Background: an optimization exercise with open tools, aiming at small area. Do not read the settings as production practice.
The RTL was checked by simulation tests, not by an equivalence proof against the original design.
The flow treats the clock pin as an ideal source, which a real chip does not have.

==> flow/design.v <==
module synth_osc (
    input  wire        en,        
    input  wire        kind,      
    input  wire [11:0] period,
    input  wire        u,
    input  wire [10:0] z,
    output wire        next_u,
    output wire [10:0] next_z,
    output wire [16:0] addend
);
    wire [10:0] half = period[11:1];
    wire [11:0] zi   = z + 1'b1;
    wire        eq1  = (zi == {1'b0, half});       
    wire        eq2  = (z == half);                
    wire        wrap  = u && (period[0] ? eq2 : eq1);
    wire        at_h  = !u && eq1;
    wire        upper = u && !wrap;                
    assign next_u = upper || at_h;
    assign next_z = (wrap || at_h) ? 11'd0 : zi[10:0];
    wire [10:0] y  = z & {11{!wrap}};
    wire [15:0] lo = {{5{!wrap}}, ~z & {11{!wrap}}};
    reg [11:0] r, a, b, t;
    reg [12:0] cy;
    reg [15:0] f;
    reg        sub;
    integer i, j;
    always @(*) begin
        r = {1'b0, y};
        for (i = 15; i >= 0; i = i - 1) begin
            sub   = !r[11];
            a     = {r[10:0], lo[i]};
            b     = {1'b0, half} ^ {12{sub}};
            cy[0] = sub;
            for (j = 0; j < 12; j = j + 1) begin
                t[j]    = a[j] ^ b[j] ^ cy[j];
                cy[j+1] = (a[j] & b[j]) | (cy[j] & (a[j] ^ b[j]));
            end
            f[i] = !t[11];
            r    = t;
        end
    end
    wire is_tri = en && kind;
    assign addend = {is_tri & at_h, (is_tri ? f : 16'hffff) ^ {16{!(en && upper)}}};
endmodule
module voice_synth (
    input  wire        clk,
    input  wire        rst,
    input  wire [15:0] cfg_divisor,
    input  wire [3:0]  cfg_kind,
    input  wire [47:0] cfg_period,
    input  wire        tx_ready,
    output reg  [7:0]  tx_data,
    output reg         tx_accept
);
    localparam [1:0] P_COMPUTE = 2'd0, P_SENDACK = 2'd1, P_IDLE = 2'd2;
    reg [1:0] ph;
    reg [1:0] k;
    reg [15:0] w;
    reg        z;
    reg [11:0] c0, c1, c2, c3;
    reg [1:0]  pos;
    reg [11:0] per;      
    reg [1:0]  step;
    reg        fresh;
    reg [17:0] acc;
    wire [1:0] pos_next = pos + 1'b1;
    wire xfer = (ph == P_SENDACK) && tx_ready;
    wire run  = xfer || (step != 2'd0);
    wire [11:0] nphase;
    wire [16:0] addend;
    synth_osc unit (
        .en         (run),
        .kind       (cfg_kind[pos]),
        .period     (per),
        .u          (c0[11]),
        .z          (c0[10:0]),
        .next_u     (nphase[11]),
        .next_z     (nphase[10:0]),
        .addend     (addend)
    );
    wire [2:0]  ntri = cfg_kind[0] + cfg_kind[1] + cfg_kind[2] + cfg_kind[3];
    wire [17:0] base = xfer ? -{15'd0, ntri} : acc;
    wire [17:0] add18 = {1'b0, addend};
    reg  [17:0] acc_sum;
    reg  [18:0] acy;
    integer n;
    always @(*) begin
        acy[0] = 1'b0;
        for (n = 0; n < 18; n = n + 1) begin
            acc_sum[n] = base[n] ^ add18[n] ^ acy[n];
            acy[n+1]   = (base[n] & add18[n]) | (acy[n] & (base[n] ^ add18[n]));
        end
    end
    always @(posedge clk) begin
        c0 <= c1; c1 <= c2; c2 <= c3;
        c3 <= run ? nphase : (fresh ? 12'd0 : c0);
        pos <= pos + 1'b1;
        per <= cfg_period[pos_next*12 +: 12];
        if (rst) begin
            ph        <= P_COMPUTE;
            k         <= 2'd0;
            tx_accept <= 1'b0;
            tx_data   <= 8'd0;
            w         <= cfg_divisor;
            z         <= 1'b1;
            step      <= 2'd0;
            fresh     <= 1'b1;
            c3        <= 12'd0;
            pos       <= 2'd0;
            acc <= {(ntri == 3'd0) ? 8'd0   :
                    (ntri == 3'd1) ? 8'd63  :
                    (ntri == 3'd2) ? 8'd127 :
                    (ntri == 3'd3) ? 8'd191 : 8'd255, 10'd0};
        end else begin
            z <= (w == 16'd1);
            w <= (w == 16'd1) ? cfg_divisor : w - 1'b1;
            case (ph)
                P_COMPUTE: begin
                    if (k == 2'd2) begin
                        ph <= P_SENDACK;
                        k  <= 2'd0;
                    end else
                        k <= k + 1'b1;
                end
                P_SENDACK: begin
                    if (tx_ready) begin
                        ph        <= P_IDLE;
                        tx_accept <= 1'b1;
                        tx_data   <= acc[17:10];
                    end else
                        k <= 2'd1;
                end
                default: begin
                    tx_accept <= 1'b0;
                    if (z)
                        ph <= P_COMPUTE;
                    else if (k != 2'd2)
                        k <= k + 1'b1;
                end
            endcase
            acc <= acc_sum;
            if (run) begin
                fresh <= 1'b0;
                step  <= step + 1'b1;
            end
        end
    end
endmodule
export LEC_CHECK = 0
export CAP_MARGIN = 0
export CORE_MARGIN = 2
export CORE_UTILIZATION = 50
export SLEW_MARGIN = 0
create_clock -name core_clock -period 90.0 [get_ports {clk}]
standard.sh (not shown) runs the stock make flow with config.mk's settings and CLKGATE_MAP_FILE= SYNTH_SCRIPT=/design/flow/synth_recipe.tcl, a recipe that flattens the netlist after the stock synthesis.
==> flow/flow/run.sh <==
#!/bin/bash
# The standard layout (standard.sh) with these changes:
#  - synthesis maps the logic for area (flow/synth_area.tcl);
#  - the ports are buffered by the smallest buffer instead of the one
#    buffer_ports picks by default;
#  - the clock tree is built of clkbuf_8 cells, without dummy loads, and
#    after CTS each of them that can drive its clock pins with a slew of at
#    most 100 ps becomes a clkbuf_4 (flow/post_cts.tcl);
#  - after global routing, repair_timing -recover_power downsizes gates off
#    the critical paths.
# Every step's full log is in orfs/logs/ as ORFS writes it; make's own output
# is in standard_finish.log.
set -euo pipefail
W=$(pwd)
export AREA_ABC_SCRIPT=$W/flow/abc_area.script
export FLOW_SYNTH_TCL=$W/synth_recipe.tcl
export BUFFER_PORTS_ARGS="-buffer_cell sky130_fd_sc_hd__buf_1"
export CTS_ARGS="-sink_clustering_enable -repair_clock_nets -dont_use_dummy_load -buf_list sky130_fd_sc_hd__clkbuf_8"
export POST_CTS_TCL=$W/flow/post_cts.tcl
export RECOVER_POWER=100
sed "s#SYNTH_SCRIPT=[^ ]*#SYNTH_SCRIPT=$W/flow/synth_area.tcl#" standard.sh > standard_area.sh
grep -q "SYNTH_SCRIPT=$W/flow/synth_area.tcl" standard_area.sh
bash standard_area.sh finish > standard_finish.log 2>&1
==> flow/flow/abc_area.script <==
strash
dc2
dch -f
amap
topo
==> flow/flow/post_cts.tcl <==
estimate_parasitics -placement
set limit 0.100
set n_small 0
foreach inst [get_cells * -filter "ref_name == sky130_fd_sc_hd__clkbuf_8"] {
  set name [get_full_name $inst]
  if { ![string match "clkbuf_*" $name] } { continue }
  set out [get_nets -of_objects [get_pins $name/X]]
  set loads [get_pins -of_objects $out -filter "direction == input"]
  replace_cell $name sky130_fd_sc_hd__clkbuf_4
  set worst 0
  foreach p $loads {
    set s [get_property $p slew_max]
    if { $s > $worst } { set worst $s }
  }
  if { $worst > $limit } {
    replace_cell $name sky130_fd_sc_hd__clkbuf_8
  } else {
    incr n_small
  }
}
set worst 0
foreach p [get_pins -hierarchical */CLK] {
  set s [get_property $p slew_max]
  if { $s > $worst } { set worst $s }
}
puts "post_cts: $n_small clock buffers now clkbuf_4; worst clock pin slew $worst"
detailed_placement
check_placement -verbose
Other scripts of this flow, unchanged in this note and not shown: flow/flow/synth_area.tcl
The baseline completed and failed the layout checks on max-capacitance violations, max-slew violations.
Next try:
--- a/flow/flow/run.sh
+++ b/flow/flow/run.sh
@@ -6,7 +6,5 @@
 #  - the clock tree is built of clkbuf_8 cells, without dummy loads, and
 #    after CTS each of them that can drive its clock pins with a slew of at
-#    most 100 ps becomes a clkbuf_4 (flow/post_cts.tcl);
-#  - after global routing, repair_timing -recover_power downsizes gates off
-#    the critical paths.
+#    most 100 ps becomes a clkbuf_4 (flow/post_cts.tcl).
 # Every step's full log is in orfs/logs/ as ORFS writes it; make's own output
 # is in standard_finish.log.
@@ -18,5 +16,4 @@
 export CTS_ARGS="-sink_clustering_enable -repair_clock_nets -dont_use_dummy_load -buf_list sky130_fd_sc_hd__clkbuf_8"
 export POST_CTS_TCL=$W/flow/post_cts.tcl
-export RECOVER_POWER=100
 sed "s#SYNTH_SCRIPT=[^ ]*#SYNTH_SCRIPT=$W/flow/synth_area.tcl#" standard.sh > standard_area.sh
 grep -q "SYNTH_SCRIPT=$W/flow/synth_area.tcl" standard_area.sh
==> flow/flow/abc_area.script (replaced) <==
strash
ifraig
dc2
dch -f
amap
topo
- GPL_TIMING_DRIVEN: unset -> 0
What happened:
- This time the run completed with no timing, DRC or antenna violations
- global-route usage went down by 0.45 points
- worst setup slack loses 3800 ps
- cell count went down by 0.84%
- synthesized cell count went up by 0.98%
- via count went down by about 2.6%
- critical path depth went down by 22
- count of clock-buffer cells in the layout is unchanged
- wire length went down by about 4%
Next try:
--- a/flow/flow/run.sh
+++ b/flow/flow/run.sh
@@ -7,4 +7,5 @@
 #    after CTS each of them that can drive its clock pins with a slew of at
 #    most 100 ps becomes a clkbuf_4 (flow/post_cts.tcl).
+#    the critical paths.
 # Every step's full log is in orfs/logs/ as ORFS writes it; make's own output
 # is in standard_finish.log.
==> flow/flow/abc_area.script (replaced) <==
strash
dc2
dch -f
amap
topo
- GPL_TIMING_DRIVEN: 0 -> unset
Cell count rises by 0.85%.
Wire length went up by 3.8%.
Worst hold slack degrades by 3.9 ps.
Via count increases by 2.5%.
Next try:
--- a/flow/flow/run.sh
+++ b/flow/flow/run.sh
@@ -7,5 +7,4 @@
 #    after CTS each of them that can drive its clock pins with a slew of at
 #    most 100 ps becomes a clkbuf_4 (flow/post_cts.tcl).
-#    the critical paths.
 # Every step's full log is in orfs/logs/ as ORFS writes it; make's own output
 # is in standard_finish.log.
- GPL_TIMING_DRIVEN: unset -> 0
After rerunning: The new run ran to the end with no violations. Clock-buffer cell count stays the same. Flip-flop and latch count stays the same. Cell count falls by about 1.4%. Worst hold slack degrades by 6.8 ps. First-iteration DRC count falls by about 20%. Setup slack degrades by 12000 ps. Clock skew rises by 14 ps.
Next try:
==> flow/flow/run.sh (replaced) <==
#!/bin/bash
# The standard layout (standard.sh) with these changes:
#  - synthesis maps the logic for area (flow/synth_area.tcl);
#  - the ports are buffered by the smallest buffer instead of the one
#    buffer_ports picks by default;
#  - the clock tree is built of clkbuf_8 cells, without dummy loads.
set -euo pipefail
W=$(pwd)
export AREA_ABC_SCRIPT=$W/flow/abc_area.script
export FLOW_SYNTH_TCL=$W/synth_recipe.tcl
export BUFFER_PORTS_ARGS="-buffer_cell sky130_fd_sc_hd__buf_1"
export CTS_ARGS="-sink_clustering_enable -repair_clock_nets -dont_use_dummy_load -buf_list sky130_fd_sc_hd__clkbuf_8"
sed "s#SYNTH_SCRIPT=[^ ]*#SYNTH_SCRIPT=$W/flow/synth_area.tcl#" standard.sh > standard_area.sh
grep -q "SYNTH_SCRIPT=$W/flow/synth_area.tcl" standard_area.sh
bash standard_area.sh finish > standard_finish.log 2>&1
- GPL_TIMING_DRIVEN: 0 -> unset
removed: flow/flow/post_cts.tcl
After rerunning:
- The changed run completed without violations
- global-route usage is higher by 1.6 points
- area after synthesis is unchanged
- final area is higher by 2.9%
- setup slack is better by 12000 ps
- flip-flop and latch count stays the same
- wire length is higher by 4.7%

-- static timing again, ports no longer ideal --
The flow's constraints put no driver on any port. The routed layouts listed below were extracted and timed again, unchanged, in two steps. Step 1, drivers: a clkbuf_16 drives clk and a buf_2 each remaining input, both assumed. Step 2 moves the port delays by t, midway between the first and last clock arrival at a register: inputs arrive t later, outputs are due t later. That takes back most of the time a late clock gives input paths. a / b / c = ideal / step 1 / step 2; a / b = the first two.
| run | t, ns | setup WS [ns] | clock arrival spread, ns |
|---|---|---|---|
| the first run | 0.420 | 22.273 / 22.273 / 22.273 | 0.025 / 0.025 |
| the second run | 0.429 | 18.433 / 18.433 / 18.433 | 0.024 / 0.024 |
| the third run | 0.419 | 29.673 / 29.673 / 29.673 | 0.024 / 0.024 |
| the fourth run | 0.422 | 17.721 / 17.721 / 17.721 | 0.038 / 0.038 |
| the fifth run | 0.448 | 29.540 / 29.540 / 29.540 | 0.023 / 0.022 |
